Context: an optimization exercise on an open-source flow, tuned for a short achievable clock period and few clock cycles. The choices shown serve that exercise and are no tape-out recipe. Function was checked by simulation only, so behaviour that the tests miss may differ from the original. Power and IR drop assume default switching activity.

==> flow/design.v <==
module spark16_core (
    input  wire        clk,
    input  wire        rst,           
    input  wire        load,
    input  wire [15:0] load_start,
    input  wire [15:0] load_len,
    output reg         mem_valid,
    output reg         mem_we,
    output reg  [15:0] mem_addr,
    output reg  [15:0] mem_wdata,
    input  wire        mem_ready,
    input  wire [15:0] mem_rdata,
    output wire        halted,
    output wire        faulted,
    output wire [2:0]  fault_kind,
    input  wire [3:0]  dbg_sel,
    output reg  [15:0] dbg_data
);
    localparam [2:0] F_NONE    = 3'd0;
    localparam [2:0] F_INVALID = 3'd1;    
    localparam [2:0] F_MEMOOB  = 3'd2;    
    localparam [2:0] F_BOUNDS  = 3'd3;    
    localparam [2:0] F_STACK   = 3'd4;    
    localparam [2:0] F_NOTIMPL = 3'd5;    
    localparam integer NBTB = 16;
    reg [15:0] rf [1:7];
    reg [15:0] pc, sp;                    
    reg        fz, fc, fn, fv;
    reg        halt_q;
    reg [2:0]  fault_q;
    reg [15:0] prog_start, prog_end;
    reg        run;                       
    reg        rq_data;                   
    reg        rq_sq;                     
    reg        rq_dpc;                    
    reg [2:0]  rq_dst;                    
    reg        dq_v;
    reg        dq_we;
    reg [15:0] dq_addr, dq_wdata;
    reg        dq_dpc;
    reg [2:0]  dq_dst;
    reg [15:0] nfa;                       
    reg        iv;
    reg [15:0] ir;
    reg [15:0] ipc;                       
    reg [15:0] inext;                     
    reg        end_pend;
    reg        end_halt;
    reg [2:0]  end_kind;
    reg             btb_v   [0:NBTB-1];
    reg [15:0]      btb_tag [0:NBTB-1];
    reg [15:0]      btb_tgt [0:NBTB-1];
    assign halted     = halt_q;
    assign fault_kind = fault_q;
    assign faulted    = (fault_q != F_NONE);
    wire [15:0] x [0:7];
    assign x[0] = 16'h0000;
    genvar g;
    generate
        for (g = 1; g < 8; g = g + 1) begin : g_x
            assign x[g] = rf[g];
        end
    endgenerate
    wire [15:0] flags16 = {12'h000, fv, fn, fc, fz};
    wire [3:0]  bidx     = mem_addr[4:1];
    wire        btb_hit  = btb_v[bidx] && (btb_tag[bidx] == mem_addr);
    wire [15:0] npred    = btb_hit ? btb_tgt[bidx] : mem_addr + 16'd2;
    wire acc       = mem_valid && mem_ready;
    wire fetch_acc = acc && !rq_data;
    wire data_acc  = acc && rq_data;
    wire [3:0]  op    = ir[15:12];
    wire [2:0]  rd    = ir[11:9];
    wire [2:0]  rs    = ir[8:6];
    wire [2:0]  rt    = ir[5:3];
    wire [2:0]  funct = ir[2:0];
    wire [7:0]  imm8  = ir[7:0];
    wire [3:0]  sub   = ir[11:8];
    wire [2:0]  esel  = ir[7:5];
    wire [2:0]  ert   = ir[4:2];
    wire [15:0] ipc2   = ipc + 16'd2;
    wire [15:0] target = ipc2 + {{4{ir[11]}}, ir[11:0]};
    wire [15:0] inst_end   = (ipc >= 16'hFFFE) ? 16'hFFFF : ipc2;
    wire        bounds_bad = (ipc < prog_start) || (inst_end > prog_end);
    wire        fetch_oob  = (ipc == 16'hFFFF);
    wire        dec  = iv && !dq_v && !(mem_valid && rq_data);
    wire        xen  = dec && !bounds_bad && !fetch_oob;
    wire i_ldr   = (op == 4'h1) && (funct == 3'd0);
    wire i_str   = (op == 4'h1) && (funct == 3'd1);
    wire i_ret   = (op == 4'h1) && (funct == 3'd3);
    wire i_push  = (op == 4'h1) && (funct == 3'd4);
    wire i_pop   = (op == 4'h1) && (funct == 3'd5);
    wire i_ld    = (op == 4'h2);
    wire i_st    = (op == 4'h3);
    wire i_call  = (op == 4'h9);
    wire i_mfsts = (op == 4'hF) && (sub == 4'h1 || sub == 4'h2);
    wire i_mtspc = (op == 4'hF) && (sub == 4'h2) && (esel == 3'd0);
    wire i_inv   = ((op == 4'h1) && funct[2] && funct[1]) ||
                   (op == 4'hE) ||
                   (i_mfsts && (esel > 3'd2)) ||
                   ((op == 4'hF) && (sub >= 4'h3) && (sub <= 4'hD));
    wire i_sys   = (op == 4'hF) && (sub == 4'hE);
    wire i_halt  = (op == 4'hF) && (sub == 4'hF);
    wire i_dn    = i_push || i_call;
    wire i_up    = i_pop || i_ret;
    wire i_stkof = (i_dn && (sp < 16'd2)) || (i_up && (sp == 16'hFFFF));
    wire i_jump  = (op >= 4'h9) && (op <= 4'hD);
    wire i_taken = (op == 4'h9) || (op == 4'hA) ||
                   ((op == 4'hB) && fz) ||
                   ((op == 4'hC) && !fz) ||
                   ((op == 4'hD) && !fz && (fn == fv));
    wire i_mem   = i_ldr || i_str || i_ld || i_st ||
                   ((i_dn || i_up) && !i_stkof);
    wire i_end   = bounds_bad || fetch_oob || i_inv || i_sys || i_halt || i_stkof;
    wire end_req = dec && i_end;
    wire [15:0] xe = x[ert];
    wire [15:0] actual_next = (i_jump && i_taken) ? target :
                              i_mtspc             ? xe     : ipc2;
    wire redirect = dec && (i_end || i_ret || (actual_next != inext));
    wire        x_r    = (op == 4'h0) || (op == 4'h1);
    wire        x_e    = (op == 4'hF);
    wire [2:0]  xa_sel = x_r ? rs : (x_e ? ert : rd);
    wire [15:0] xa     = x[xa_sel];
    wire [15:0] xb_r   = x[rt];
    reg  [15:0] alu_b;
    reg  [2:0]  alu_op;                   
    reg  [15:0] alu_r;
    reg         alu_c, alu_v;
    reg  [16:0] sum;
    reg  [31:0] wide;
    always @* begin
        case (op)
            4'h0:    begin alu_b = xb_r;                       alu_op = funct; end
            4'h1:    begin alu_b = xb_r;                       alu_op = 3'd1;  end
            4'h4:    begin alu_b = {{8{imm8[7]}}, imm8};       alu_op = 3'd0;  end
            4'h5:    begin alu_b = {8'h00, imm8};              alu_op = 3'd2;  end
            4'h6:    begin alu_b = {8'h00, imm8};              alu_op = 3'd3;  end
            default: begin alu_b = {{8{imm8[7]}}, imm8};       alu_op = 3'd1;  end
        endcase
        sum   = 17'd0;
        wide  = 32'd0;
        alu_c = 1'b0;
        alu_v = 1'b0;
        case (alu_op)
            3'd0: begin
                sum   = {1'b0, xa} + {1'b0, alu_b};
                alu_r = sum[15:0];
                alu_c = sum[16];
                alu_v = (~xa[15] & ~alu_b[15] &  alu_r[15]) |
                        ( xa[15] &  alu_b[15] & ~alu_r[15]);
            end
            3'd1: begin
                sum   = {1'b0, xa} - {1'b0, alu_b};
                alu_r = sum[15:0];
                alu_c = sum[16];                       
                alu_v = (~xa[15] &  alu_b[15] &  alu_r[15]) |
                        ( xa[15] & ~alu_b[15] & ~alu_r[15]);
            end
            3'd2: alu_r = xa & alu_b;
            3'd3: alu_r = xa | alu_b;
            3'd4: alu_r = xa ^ alu_b;
            3'd5: alu_r = ~xa;
            3'd6: begin
                wide  = {16'h0000, xa} << alu_b[3:0];
                alu_r = wide[15:0];
                alu_c = wide[16];                      
            end
            default: begin
                wide  = {xa, 16'h0000} >> alu_b[3:0];
                alu_r = wide[31:16];
                alu_c = wide[15];                      
            end
        endcase
    end
    wire alu_z = (alu_r == 16'h0000);
    wire alu_n = alu_r[15];
    reg         x_rf_we;
    reg  [2:0]  x_rf_sel;
    reg  [15:0] x_rf_val;
    reg         x_fl_we;
    reg  [3:0]  x_fl_val;                 
    always @* begin
        x_rf_we  = 1'b0;
        x_rf_sel = rd;
        x_rf_val = alu_r;
        x_fl_we  = 1'b0;
        x_fl_val = {alu_v, alu_n, alu_c, alu_z};
        case (op)
            4'h0: begin
                x_rf_we = 1'b1;
                if ((funct == 3'd6 || funct == 3'd7) && xb_r[3:0] == 4'd0)
                    x_rf_val = xa;                     
                else
                    x_fl_we = 1'b1;
            end
            4'h1: x_fl_we = (funct == 3'd2);           
            4'h4, 4'h5, 4'h6: begin
                x_rf_we = 1'b1;
                x_fl_we = 1'b1;
            end
            4'h7: begin                                
                x_rf_we  = 1'b1;
                x_rf_val = {imm8, 8'h00};
            end
            4'h8: x_fl_we = 1'b1;                      
            4'hF: begin
                if (sub == 4'h1 && esel <= 3'd2) begin    
                    x_rf_we  = 1'b1;
                    x_rf_sel = ert;
                    x_rf_val = (esel == 3'd0) ? ipc2 :
                               (esel == 3'd1) ? sp : flags16;
                end
                if (sub == 4'h2 && esel == 3'd2) begin    
                    x_fl_we  = 1'b1;
                    x_fl_val = {xe[3], xe[2], xe[1], xe[0]};
                end
            end
            default: ;
        endcase
    end
    reg         d_we;
    reg  [15:0] d_addr, d_wdata;
    reg  [2:0]  d_dst;
    always @* begin
        d_we    = i_str || i_st || i_dn;
        d_addr  = {8'h00, imm8};
        d_wdata = x[rd];
        d_dst   = rd;
        if (i_ldr || i_str)
            d_addr = {13'd0, rs};
        if (i_dn) begin
            d_addr  = sp - 16'd2;
            d_wdata = i_call ? ipc2 : x[rs];
        end
        if (i_up)
            d_addr  = sp;
    end
    wire d_new = xen && i_mem;
    wire [15:0] wa1  = mem_addr + 16'd1;
    wire [15:0] ipc1 = ipc + 16'd1;
    wire        smc  = mem_we && iv && ((ipc == mem_addr) || (ipc == wa1) || (ipc1 == mem_addr));
    wire [15:0] nfa_d = redirect                    ? actual_next :
                        (fetch_acc && !rq_sq)       ? npred       :
                        (data_acc && rq_dpc)        ? mem_rdata   :
                        (data_acc && smc)           ? ipc         : nfa;
    wire rq_free  = !mem_valid || mem_ready;
    wire end_now  = (end_req || end_pend) && rq_free;
    always @* begin
        case (dbg_sel)
            4'd0, 4'd1, 4'd2, 4'd3, 4'd4, 4'd5, 4'd6, 4'd7:
                     dbg_data = x[dbg_sel[2:0]];
            4'd8:    dbg_data = pc;
            4'd9:    dbg_data = sp;
            4'd10:   dbg_data = flags16;
            4'd11:   dbg_data = prog_start;
            4'd12:   dbg_data = prog_end;
            default: dbg_data = 16'h0000;
        endcase
    end
    integer i;
    always @(posedge clk) begin
        if (rst) begin
            for (i = 1; i < 8; i = i + 1)
                rf[i] <= 16'h0000;
            for (i = 0; i < NBTB; i = i + 1)
                btb_v[i] <= 1'b0;
            pc         <= 16'h0000;
            sp         <= 16'h0000;
            fz         <= 1'b0;
            fc         <= 1'b0;
            fn         <= 1'b0;
            fv         <= 1'b0;
            halt_q     <= 1'b0;
            fault_q    <= F_NONE;
            prog_start <= 16'h0000;
            prog_end   <= 16'h0000;
            run        <= 1'b1;
            mem_valid  <= 1'b1;                  
            mem_we     <= 1'b0;
            mem_addr   <= 16'h0000;
            mem_wdata  <= 16'h0000;
            rq_data    <= 1'b0;
            rq_sq      <= 1'b0;
            rq_dpc     <= 1'b0;
            rq_dst     <= 3'd0;
            dq_v       <= 1'b0;
            nfa        <= 16'h0000;
            iv         <= 1'b0;
            end_pend   <= 1'b0;
        end else if (load) begin
            for (i = 0; i < NBTB; i = i + 1)
                btb_v[i] <= 1'b0;
            prog_start <= load_start;
            prog_end   <= load_start + load_len;
            pc         <= load_start;
            sp         <= 16'hFFFE;
            halt_q     <= 1'b0;
            fault_q    <= F_NONE;
            run        <= 1'b1;
            mem_valid  <= 1'b1;
            mem_we     <= 1'b0;
            mem_addr   <= load_start;
            rq_data    <= 1'b0;
            rq_sq      <= 1'b0;
            dq_v       <= 1'b0;
            iv         <= 1'b0;
            end_pend   <= 1'b0;
        end else begin
            if (xen && !i_end) begin
                if (x_rf_we && x_rf_sel != 3'd0) rf[x_rf_sel] <= x_rf_val;
                if (x_fl_we) begin
                    fz <= x_fl_val[0];
                    fc <= x_fl_val[1];
                    fn <= x_fl_val[2];
                    fv <= x_fl_val[3];
                end
                if (i_dn) sp <= sp - 16'd2;
                if (i_up) sp <= sp + 16'd2;
                if ((op == 4'hF) && (sub == 4'h2) && (esel == 3'd1)) sp <= xe;
                if (i_jump && i_taken) begin
                    btb_v[ipc[4:1]]   <= 1'b1;
                    btb_tag[ipc[4:1]] <= ipc;
                    btb_tgt[ipc[4:1]] <= target;
                end else if (inext != ipc2) begin
                    btb_v[ipc[4:1]]   <= 1'b0;
                end
            end
            if (end_req) begin
                end_pend <= 1'b1;
                end_halt <= i_halt && !bounds_bad && !fetch_oob;
                end_kind <= bounds_bad ? F_BOUNDS :
                            fetch_oob  ? F_MEMOOB :
                            i_inv      ? F_INVALID :
                            i_sys      ? F_NOTIMPL :
                            i_halt     ? F_NONE : F_STACK;
                pc       <= (bounds_bad || fetch_oob) ? ipc : ipc2;
            end
            if (end_now) begin
                end_pend <= 1'b0;
                run      <= 1'b0;
                if (end_req) begin
                    halt_q  <= i_halt && !bounds_bad && !fetch_oob;
                    fault_q <= bounds_bad ? F_BOUNDS :
                               fetch_oob  ? F_MEMOOB :
                               i_inv      ? F_INVALID :
                               i_sys      ? F_NOTIMPL :
                               i_halt     ? F_NONE : F_STACK;
                end else begin
                    halt_q  <= end_halt;
                    fault_q <= end_kind;
                end
            end
            if (data_acc && !mem_we && !rq_dpc && rq_dst != 3'd0)
                rf[rq_dst] <= mem_rdata;
            if (fetch_acc && !rq_sq && !redirect && !end_pend) begin
                iv    <= 1'b1;
                ir    <= mem_rdata;
                ipc   <= mem_addr;
                inext <= npred;
            end else if (dec || (data_acc && smc)) begin
                iv    <= 1'b0;
            end
            nfa <= nfa_d;
            if (d_new && !rq_free) begin
                dq_v     <= 1'b1;
                dq_we    <= d_we;
                dq_addr  <= d_addr;
                dq_wdata <= d_wdata;
                dq_dpc   <= i_ret;
                dq_dst   <= d_dst;
            end else if (rq_free) begin
                dq_v     <= 1'b0;
            end
            if (rq_free) begin
                rq_sq <= 1'b0;
                if (d_new) begin
                    mem_valid <= 1'b1;
                    mem_we    <= d_we;
                    mem_addr  <= d_addr;
                    mem_wdata <= d_wdata;
                    rq_data   <= 1'b1;
                    rq_dpc    <= i_ret;
                    rq_dst    <= d_dst;
                end else if (dq_v) begin
                    mem_valid <= 1'b1;
                    mem_we    <= dq_we;
                    mem_addr  <= dq_addr;
                    mem_wdata <= dq_wdata;
                    rq_data   <= 1'b1;
                    rq_dpc    <= dq_dpc;
                    rq_dst    <= dq_dst;
                end else if (end_req || end_pend || !run) begin
                    mem_valid <= 1'b0;
                    mem_we    <= 1'b0;
                    rq_data   <= 1'b0;
                end else begin
                    mem_valid <= 1'b1;
                    mem_we    <= 1'b0;
                    mem_addr  <= nfa_d;
                    rq_data   <= 1'b0;
                end
            end else if (redirect && !rq_data) begin
                rq_sq <= 1'b1;                   
            end
        end
    end
endmodule
==> flow/run.sh <==
#!/bin/bash
# synth_recipe.tcl (not shown) runs the flow's synth.tcl, then flattens the netlist and writes it again
# the make line also repeats each setting of config.mk as NAME=value (left out here)
make -C /OpenROAD-flow-scripts/flow DESIGN_CONFIG=/design/flow/config.mk WORK_HOME=/design/flow/orfs CLKGATE_MAP_FILE= SYNTH_SCRIPT=/design/flow/synth_recipe.tcl finish
==> flow/config.mk <==
export PLATFORM = sky130hd
export DESIGN_NAME = spark16_core
export DESIGN_NICKNAME = spark16_core
export VERILOG_FILES = /design/flow/design.v
export SDC_FILE = /design/flow/constraint.sdc
export NUM_CORES = 4
export LEC_CHECK = 0
export ABC_CLOCK_PERIOD_IN_PS = 3000
export CAP_MARGIN = 40
export CORE_MARGIN = 2
export CORE_UTILIZATION = 40
export SETUP_SLACK_MARGIN = 4
export SLEW_MARGIN = 30
export TNS_END_PERCENT = 20
==> flow/constraint.sdc <==
create_clock -name core_clock -period 10.0 [get_ports {clk}]
set_input_delay 2.0000 -clock core_clock [delete_from_list [all_inputs] [get_ports {clk}]]
set_output_delay 2.0000 -clock core_clock [all_outputs]
set_load 0.01 [all_outputs]
==> impl_metrics.json <==
{
  "status": "finished clean",
  "cts_root_buf": "clkbuf_16",
  "drt_pass1_iterations": 8,
  "ir_drop_v": 0.000146,
  "slowest_stage": "clkdlybuf4s50_1",
  "cts_hold_buf": 0,
  "min_path_type": "flop to flop",
  "stdcell_count": 6864,
  "synth_nets": 5048,
  "wl_mm": 228,
  "grt_pass1_wl_mm": 311,
  "worstPathCellList": "buf_12 > buf_16 > mux4_2 > a21oi_4 > o21ai_0 > nand2_1 > o221ai_1 > clkdlybuf4s50_1",
  "required_ns": 8.00,
  "tightestPinTransition_ns": 0.946,
  "top_layer": "met5",
  "initial_core_util_pct": 40.2,
  "critPathKind": "input pin to output port",
  "dieArea_um2": 133000,
  "dp_slack_ns": 2.22,
  "grt_overflow": 0,
  "yosys_warnings": 1,
  "slew_violations": 0,
  "wl_met2_mm": 92.0,
  "slowest_delay_ns": 0.58,
  "fin_skew_ns": 0.0740,
  "synth_async_sr_flop_share_pct": 0,
  "power.density_nw_per_um2": 149,
  "drive_gt1_share_pct": 19.1,
  "worstPathArrival_ns": 4.33,
  "slew_headroom_pct": 36.7,
  "avgViaCountPerCell": 6.68,
  "placed_cells": 6523,
  "wl_met1_mm": 90.3,
  "rows": 132,
  "end_kind": "output port",
  "synth_edf_count": 729,
  "grt_pass1_vias": 41100,
  "cts_sinks": 865,
  "hpwl_mm": 157,
  "whs_path_depth": 2,
  "place_area_um2": 55500,
  "synth.ff_latch_count": 865,
  "p_leak_uw": 0.0210,
  "fmax_ghz": 0.158,
  "fin_nets": 5225,
  "num_io_pins": 111,
  "cts_tree": "done",
  "clock_latency_ns": 0.73,
  "syn_to_final_growth_pct": 18.1,
  "routedWlPerCell_um": 33.1,
  "antenna_found_initial": 8,
  "setup_viol_count_final": 0,
  "setup_ws_ns": 3.67,
  "synth_seq_area_share_pct": 47.3,
  "ys.flop_type": "edfxtp_1",
  "hold_viol": 0,
  "worstRegToRegCells": 19,
  "die_width_um": 365,
  "ys_types": 105,
  "ant_nets": 0,
  "core_um2": 129000,
  "syn_avg_cell_area_um2": 10.7,
  "vias": 45800,
  "die_height_um": 365,
  "htreeDepth": 3,
  "setup_tns_ns": 0,
  "fin_crit_sh_pct": 63.3,
  "rsz0062_at_grt": "yes",
  "grt_max_degree": 90,
  "syn_inst": 4866,
  "fin_crit_ns": 6.33,
  "crit_fanout": 40,
  "grt_usage_pct": 32.7,
  "io_buffers": 110,
  "postLayoutCellArea_um2": 61400,
  "drc": 0,
  "cts_buffers": 91,
  "drtIter0Drc": 7893,
  "syn-cell-area_um2": 52000,
  "start_kind": "input pin",
  "cap_violations": 0,
  "cts.path.max_buffers": 3,
  "clk_pin_slew_ns": 0.06,
  "wl_met3_mm": 32.6,
  "place_congestion": 1.06
}
## routing by layer
metal  up-vias  global-route usage (%)
met5         -                   0.799
met4        12                    14.5
met3       692                    10.8
met2      3496                    45.6
met1     22700                    46.0
li1      19000                       -
## critical path: cells and delay by family
| family | cells | cell delay (ns) |
|---|---|---|
| AO/OA/AOI/OAI | 3 | 0.62 |
| buffers and inverters | 3 | 1.01 |
| multiplexers | 1 | 0.57 |
| AND/OR/NAND/NOR | 1 | 0.08 |
## placed cells by master (no fill, tap or decap), types with 21 or more instances in the layout
| cell type | instances |
|---|---|
| buf_12 | 23 |
| o22ai_1 | 50 |
| a31oi_1 | 34 |
| a211oi_1 | 54 |
| xor2_1 | 67 |
| o2111ai_1 | 22 |
| nand4_1 | 46 |
| nand2_1 | 436 |
| a21oi_1 | 364 |
| xnor2_1 | 99 |
| mux4_2 | 208 |
| ha_1 | 114 |
| mux2i_1 | 163 |
| a22oi_1 | 62 |
| clkdlybuf4s50_1 | 93 |
| nor2b_1 | 54 |
| a221oi_1 | 48 |
| mux2_2 | 54 |
| nand2b_1 | 22 |
| nor2_1 | 449 |
| edfxtp_1 | 729 |
| a21o_1 | 37 |
| clkbuf_16 | 100 |
| o21ai_1 | 35 |
| buf_4 | 265 |
| o211ai_1 | 50 |
| nand3_1 | 106 |
| dfxtp_1 | 132 |
| inv_1 | 130 |
| and3_1 | 21 |
| o221ai_1 | 27 |
| or3_1 | 30 |
| o21ai_0 | 252 |
| nor3_1 | 87 |
## stage by stage
step / util, % / power (uW) / hold slack, ns
finish: 47.5 / 9160 / 0.456
global route: 47.4 / 9380 / 0.481
CTS: 45.9 / 9030 / 0.467
detailed placement: 42.9 / 5670 / 0.457
global placement: 42.6 / 5650 / 0.448
floorplan: - / 5040 / 0.442
## worst paths after layout
| kind | start | to | slack (ns) |
|---|---|---|---|
| worst max-delay path | dbg_sel[1] | dbg_data[8] | 3.67 |
| worst min-delay path | mem_wdata[3]$_SDFFE_PP0P_ | mem_wdata[3]$_SDFFE_PP0P_ | 0.46 |
| worst max register to register | ipc[2]$_DFFE_PP_ | flop | 3.82 |
| worst min register to register | mem_wdata[3]$_SDFFE_PP0P_ | mem_wdata[3]$_SDFFE_PP0P_ | 0.46 |
## area by class of cell
cell class,instances,area (um^2)
clock inverter,56,591
sequential,865,24600
timing repair buffer,452,4400
clock buffer,112,2390
antenna,4,10.0
fill,11700,68000
tap,1742,2180
multi-input combinational,3493,26600
inverter,140,539
## cells by family after synthesis
kind of cell | after synthesis | share of synthesized area (%)
xor gates and xnor gates | 172 | 2.90
buffers and inverters | 513 | 3.90
AOI/OAI and AO/OA | 1338 | 17.0
and+or+nand+nor | 1427 | 12.5
adders and majority gates | 126 | 3.09
DFF | 865 | 47.3
muxes | 425 | 13.3
## report_power, final
part	total [uW]	switching [uW]	internal (uW)
registers	4140	160	3980
logic	1650	1030	624
clock network	3360	1500	1850
## synth_stat cells (46+ instances only)
master | count | area [um^2]
o22ai_1 | 50 | 313
edfxtp_1 | 729 | 21900
mux4_2 | 208 | 4680
a22oi_1 | 64 | 480
buf_1 | 57 | 214
nand4_1 | 46 | 288
mux2_2 | 54 | 608
nand3_1 | 106 | 531
nand2_1 | 459 | 1720
xor2_1 | 69 | 604
a221oi_1 | 56 | 490
xnor2_1 | 103 | 902
nor2_1 | 473 | 1780
mux2i_1 | 163 | 1630
a21oi_1 | 379 | 1900
a211oi_1 | 59 | 443
nor2b_1 | 57 | 357
ha_1 | 122 | 1530
o211ai_1 | 50 | 375
inv_1 | 133 | 499
dfxtp_1 | 136 | 2720
nor3_1 | 95 | 475
o21ai_0 | 264 | 1320
clkbuf_1 | 269 | 1010
## what timing repair did
action,CTS,global route
setup endpoints to repair,935,872
setup buffers,37,106
cloned,4,12
pin swaps,17,39
resized for setup,118,181
Testbench counts, summed over its fixed seeds: cycles 357,152.

[port drivers added, routing unchanged]
The flow's constraints put no driver on any port. The routed layout listed below was extracted and timed again, unchanged, in two steps.
Step 1, drivers: a clkbuf_16 drives clk and a buf_2 each remaining input, both assumed.
Step 2 also shifts input and output timing later by t, the mid clock arrival at the registers, as if the neighbouring blocks saw the same clock.
a / b / c = ideal ports / drivers / drivers and shift; a / b = the first two.
t (ns): 0.774
slack for setup (ns): 3.675 / 3.596 / 3.596
worst slew at a driven data input, ns: 0.10
After both steps setup and hold are still met in this run. The setup slack of this run moves by -0.079 ns with the drivers and by -0.079 ns with both steps.
